Source: an optimization exercise on an open RTL-to-GDS flow (aim: small area, a short achievable clock period and few clock cycles per item). Production flows keep margins and buffers that such runs may drop.
At most, simulation tests tie the RTL to the original design; equivalence was not proved.

job 101:
==> module bigreg_bcd, before the edit <==
module bigreg_bcd (
    input  wire         clk,
    input  wire         rst,       
    input  wire         start,     
    input  wire         op,        
    input  wire [127:0] src,
    output wire         ready,
    output reg          done,
    output wire [255:0] result
);
    localparam K  = 4;             
    localparam NC = 128 / K;       
    localparam PW = $clog2(NC);
    localparam NI = 39;            
    localparam F0 = 26;            
    reg          busy;
    reg          last;             
    reg          op_r;
    reg          run_i, run_f;     
    reg [PW-1:0] ptr;              
    reg [K-1:0]  chunk_r;          
    reg [127:0]  work;
    reg [255:0]  res;
    assign ready  = !busy;
    assign result = res;
    reg [NC-1:0] nz, a, hi;
    reg [PW-1:0] top;
    integer c, k, b0;
    always @(*) begin
        nz = {NC{1'b0}};
        for (c = 1; c < NC - 2; c = c + 1)
            nz[c] = |src[c*K +: K];
        a = nz;
        for (k = 0; k < PW; k = k + 1)
            for (c = 0; c < NC; c = c + 1) begin
                b0 = (c >> (k + 1)) << (k + 1);
                if (c < b0 + (1 << k))
                    a[c] = a[c] | a[b0 + (1 << k)];
            end
        for (c = 0; c < NC - 1; c = c + 1)
            hi[c] = nz[c] & ~a[c+1];
        hi[NC-1] = nz[NC-1];
        for (k = 0; k < PW; k = k + 1) begin
            top[k] = 1'b0;
            for (c = 0; c < NC; c = c + 1)
                if ((c >> k) & 1)
                    top[k] = top[k] | hi[c];
        end
    end
    wire top_nz = |src[127 -: 2*K];
    wire [PW-1:0] q1    = (op | top_nz) ? NC - 3 : top;
    wire [PW-1:0] csel  = ptr ^ {PW{op_r}};
    wire [K-1:0]  chunk = work[csel*K +: K];
    reg  [K-1:0]  chunk_ord;
    integer j;
    always @(*)
        for (j = 0; j < K; j = j + 1)
            chunk_ord[j] = op_r ? chunk[j] : chunk[K-1-j];
    reg  [K-1:0]  chunk_in;
    always @(*)
        for (j = 0; j < K; j = j + 1)
            chunk_in[j] = op ? src[K+j] : src[127-K-j];
    wire [3:0]  ci4 = src[127:124];
    wire [7:0]  init_i = (ci4 >= 4'd10) ? {4'd1, ci4 - 4'd10} : {4'd0, ci4};
    reg  [15:0] init_f;
    always @(*)
        case (src[3:0])
        4'd0:  init_f = 16'h0000;  4'd1:  init_f = 16'h0625;
        4'd2:  init_f = 16'h1250;  4'd3:  init_f = 16'h1875;
        4'd4:  init_f = 16'h2500;  4'd5:  init_f = 16'h3125;
        4'd6:  init_f = 16'h3750;  4'd7:  init_f = 16'h4375;
        4'd8:  init_f = 16'h5000;  4'd9:  init_f = 16'h5625;
        4'd10: init_f = 16'h6250;  4'd11: init_f = 16'h6875;
        4'd12: init_f = 16'h7500;  4'd13: init_f = 16'h8125;
        4'd14: init_f = 16'h8750;  default: init_f = 16'h9375;
        endcase
    wire [255:0] init = op ? {init_f, 240'd0} : {248'd0, init_i};
    wire [255:0] lv [0:K];
    assign lv[0] = res;
    genvar l, i;
    generate
        for (l = 0; l < K; l = l + 1) begin : g_lvl
            wire bit_in = chunk_r[l];
            wire [255:0] d = lv[l];
            wire [255:0] n;
            for (i = 0; i < 64; i = i + 1) begin : g_dig
                wire [3:0] x = d[4*i +: 4];
                wire [3:0] ni, nf;
                if (i == NI - 1) begin : g_it
                    wire ci = d[4*i-1] | (d[4*i-2] & (d[4*i-3] | d[4*i-4]));
                    assign ni = {x[2:0], ci};
                end else if (i < NI) begin : g_i
                    wire ci = (i == 0) ? bit_in
                            : (d[4*i-1] | (d[4*i-2] & (d[4*i-3] | d[4*i-4])));
                    wire m2 = (x[2] & ~x[1] & ~x[0]) | (x[3] & x[0]);
                    wire m1 = (~x[2] & x[1]) | (x[2] & x[1] & x[0]) | (x[3] & ~x[0]);
                    wire m0 = (~x[3] & ~x[2] & x[0]) | (x[2] & x[1] & ~x[0]) | (x[3] & ~x[0]);
                    assign ni = {m2, m1, m0, ci};
                end else begin : g_ni
                    assign ni = 4'd0;
                end
                if (i >= F0) begin : g_f
                    wire b  = (i == 63) ? bit_in : d[4*i+4];
                    wire t  = x[3] | (x[2] & x[1]);
                    wire f3 = b & t;
                    wire f2 = (b & ~t) | (~b & x[3]);
                    wire f1 = (b & x[2] & ~x[1]) | (b & ~x[2] & x[1]) | (~b & x[2]);
                    wire f0 = (b & ~x[1]) | (~b & x[1]);
                    assign nf = {f3, f2, f1, f0};
                end else begin : g_nf
                    assign nf = 4'd0;
                end
                if (i < F0) begin : g_oi
                    assign n[4*i +: 4] = ni;
                end else if (i >= NI) begin : g_of
                    assign n[4*i +: 4] = nf;
                end else begin : g_ob
                    wire sel = (l % 3 == 0) ? op_r : (l % 3 == 1) ? run_f : !run_i;
                    assign n[4*i +: 4] = sel ? nf : ni;
                end
            end
            assign lv[l+1] = n;
        end
    endgenerate
    wire [255:0] keep = {{(256-4*F0){run_f}}, {(4*F0){run_i}}} |
                        {{(256-4*NI){1'b0}}, {(4*(NI-F0)){busy}}, {(4*F0){1'b0}}};
    always @(posedge clk) begin
        if (!busy) begin
            op_r    <= op;
            work    <= src;
            chunk_r <= chunk_in;
            ptr     <= q1;
            last    <= 1'b0;
        end else begin
            chunk_r <= chunk_ord;
            ptr     <= ptr - 1'b1;
            last    <= (ptr == {PW{1'b0}});
        end
        if (rst) begin
            busy  <= 1'b0;
            run_i <= 1'b0;
            run_f <= 1'b0;
            done  <= 1'b0;
        end else begin
            done <= 1'b0;
            if (!busy) begin
                if (start) begin
                    busy  <= 1'b1;
                    run_i <= !op;
                    run_f <= op;
                end
            end else begin
                if (last) begin
                    busy  <= 1'b0;
                    run_i <= 1'b0;
                    run_f <= 1'b0;
                    done  <= 1'b1;
                end
            end
        end
        res <= busy ? (lv[K] & keep) : init;
    end
endmodule
==> flow/config.mk <==
export PLATFORM = sky130hd
export DESIGN_NAME = bigreg_bcd
export DESIGN_NICKNAME = bigreg_bcd
export VERILOG_FILES = /design/flow/design.v
export SDC_FILE = /design/flow/constraint.sdc
export NUM_CORES = 4
export LEC_CHECK = 0
export ABC_AREA = 1
export CAP_MARGIN = 20
export CORE_MARGIN = 2
export CORE_UTILIZATION = 60
export SETUP_SLACK_MARGIN = 5
export SLEW_MARGIN = 20
==> flow/constraint.sdc <==
create_clock -name core_clock -period 10.0 [get_ports {clk}]
set_input_delay 2.0000 -clock core_clock [delete_from_list [all_inputs] [get_ports {clk}]]
set_output_delay 2.0000 -clock core_clock [all_outputs]
set_load 0.01 [all_outputs]
standard.sh (not shown) runs the stock make flow with config.mk's settings and CLKGATE_MAP_FILE= SYNTH_SCRIPT=/design/flow/synth_recipe.tcl, a recipe that flattens the netlist after the stock synthesis.
==> flow/flow/run.sh <==
#!/bin/bash
set -euo pipefail
bash standard.sh SETUP_SLACK_MARGIN=6.8 "BUFFER_PORTS_ARGS=-buffer_cell sky130_fd_sc_hd__buf_1" finish > standard.log 2>&1
--- input diff job 101..job 102 ---
--- a/flow/design.v
+++ b/flow/design.v
@@ -7,13 +7,13 @@
     output wire         ready,
     output reg          done,
     output wire [255:0] result
 );
     localparam K  = 4;             
     localparam NC = 128 / K;       
-    localparam PW = $clog2(NC);
+    localparam PW = 5;             
     localparam NI = 39;            
     localparam F0 = 26;            
     reg          busy;
     reg          last;             
     reg          op_r;
     reg          run_i, run_f;     
Findings:
- For required time of the critical path, job 102 and job 101 come out practically identical.
- From job 102 to job 101, maximum frequency did not move at all.
- The number of buffers inserted during clock tree synthesis of job 102 and that of job 101 are within noise of each other.
- Diff job 101..job 102 | non-clock buffer total of the final layout | unchanged
- Comparing job 101 with job 102, the sequential cell count came out essentially unchanged.
- Comparing job 101 against job 102, there is no change at all in utilization.
Testbench counts of job 102, summed over its fixed seeds: cycles 10,856, items 384.
The RTL of job 101 was laid out without a check of its function.

separate check: timing with driven ports:
No port has a modelled driver above. Below, the same layouts with a new extraction and two added sets of constraints. Step 1, drivers: a clkbuf_16 drives clk and a buf_2 each remaining input, both assumed. Step 2 adds t to the input delays and takes it off the output delays; t is the mean of the earliest and latest rising clock arrival at the registers after step 1. Input paths then give back, and output paths get back, about the clock's delay inside the block. a / b / c = ideal / step 1 / step 2; a / b = the first two.
run | t, ns | setup slack, ns | hold slack, ns | slew at the worst register clock pin (ns) | cell pins on the clock port's net
job 101 | 0.662 | 6.727 / 6.665 / 6.091 | 0.524 / 0.524 / 0.524 | 0.07 / 0.07 | 1
job 102 | 0.662 | 6.727 / 6.665 / 6.091 | 0.524 / 0.524 / 0.524 | 0.07 / 0.07 | 1
After both steps setup and hold are still met in every run listed.
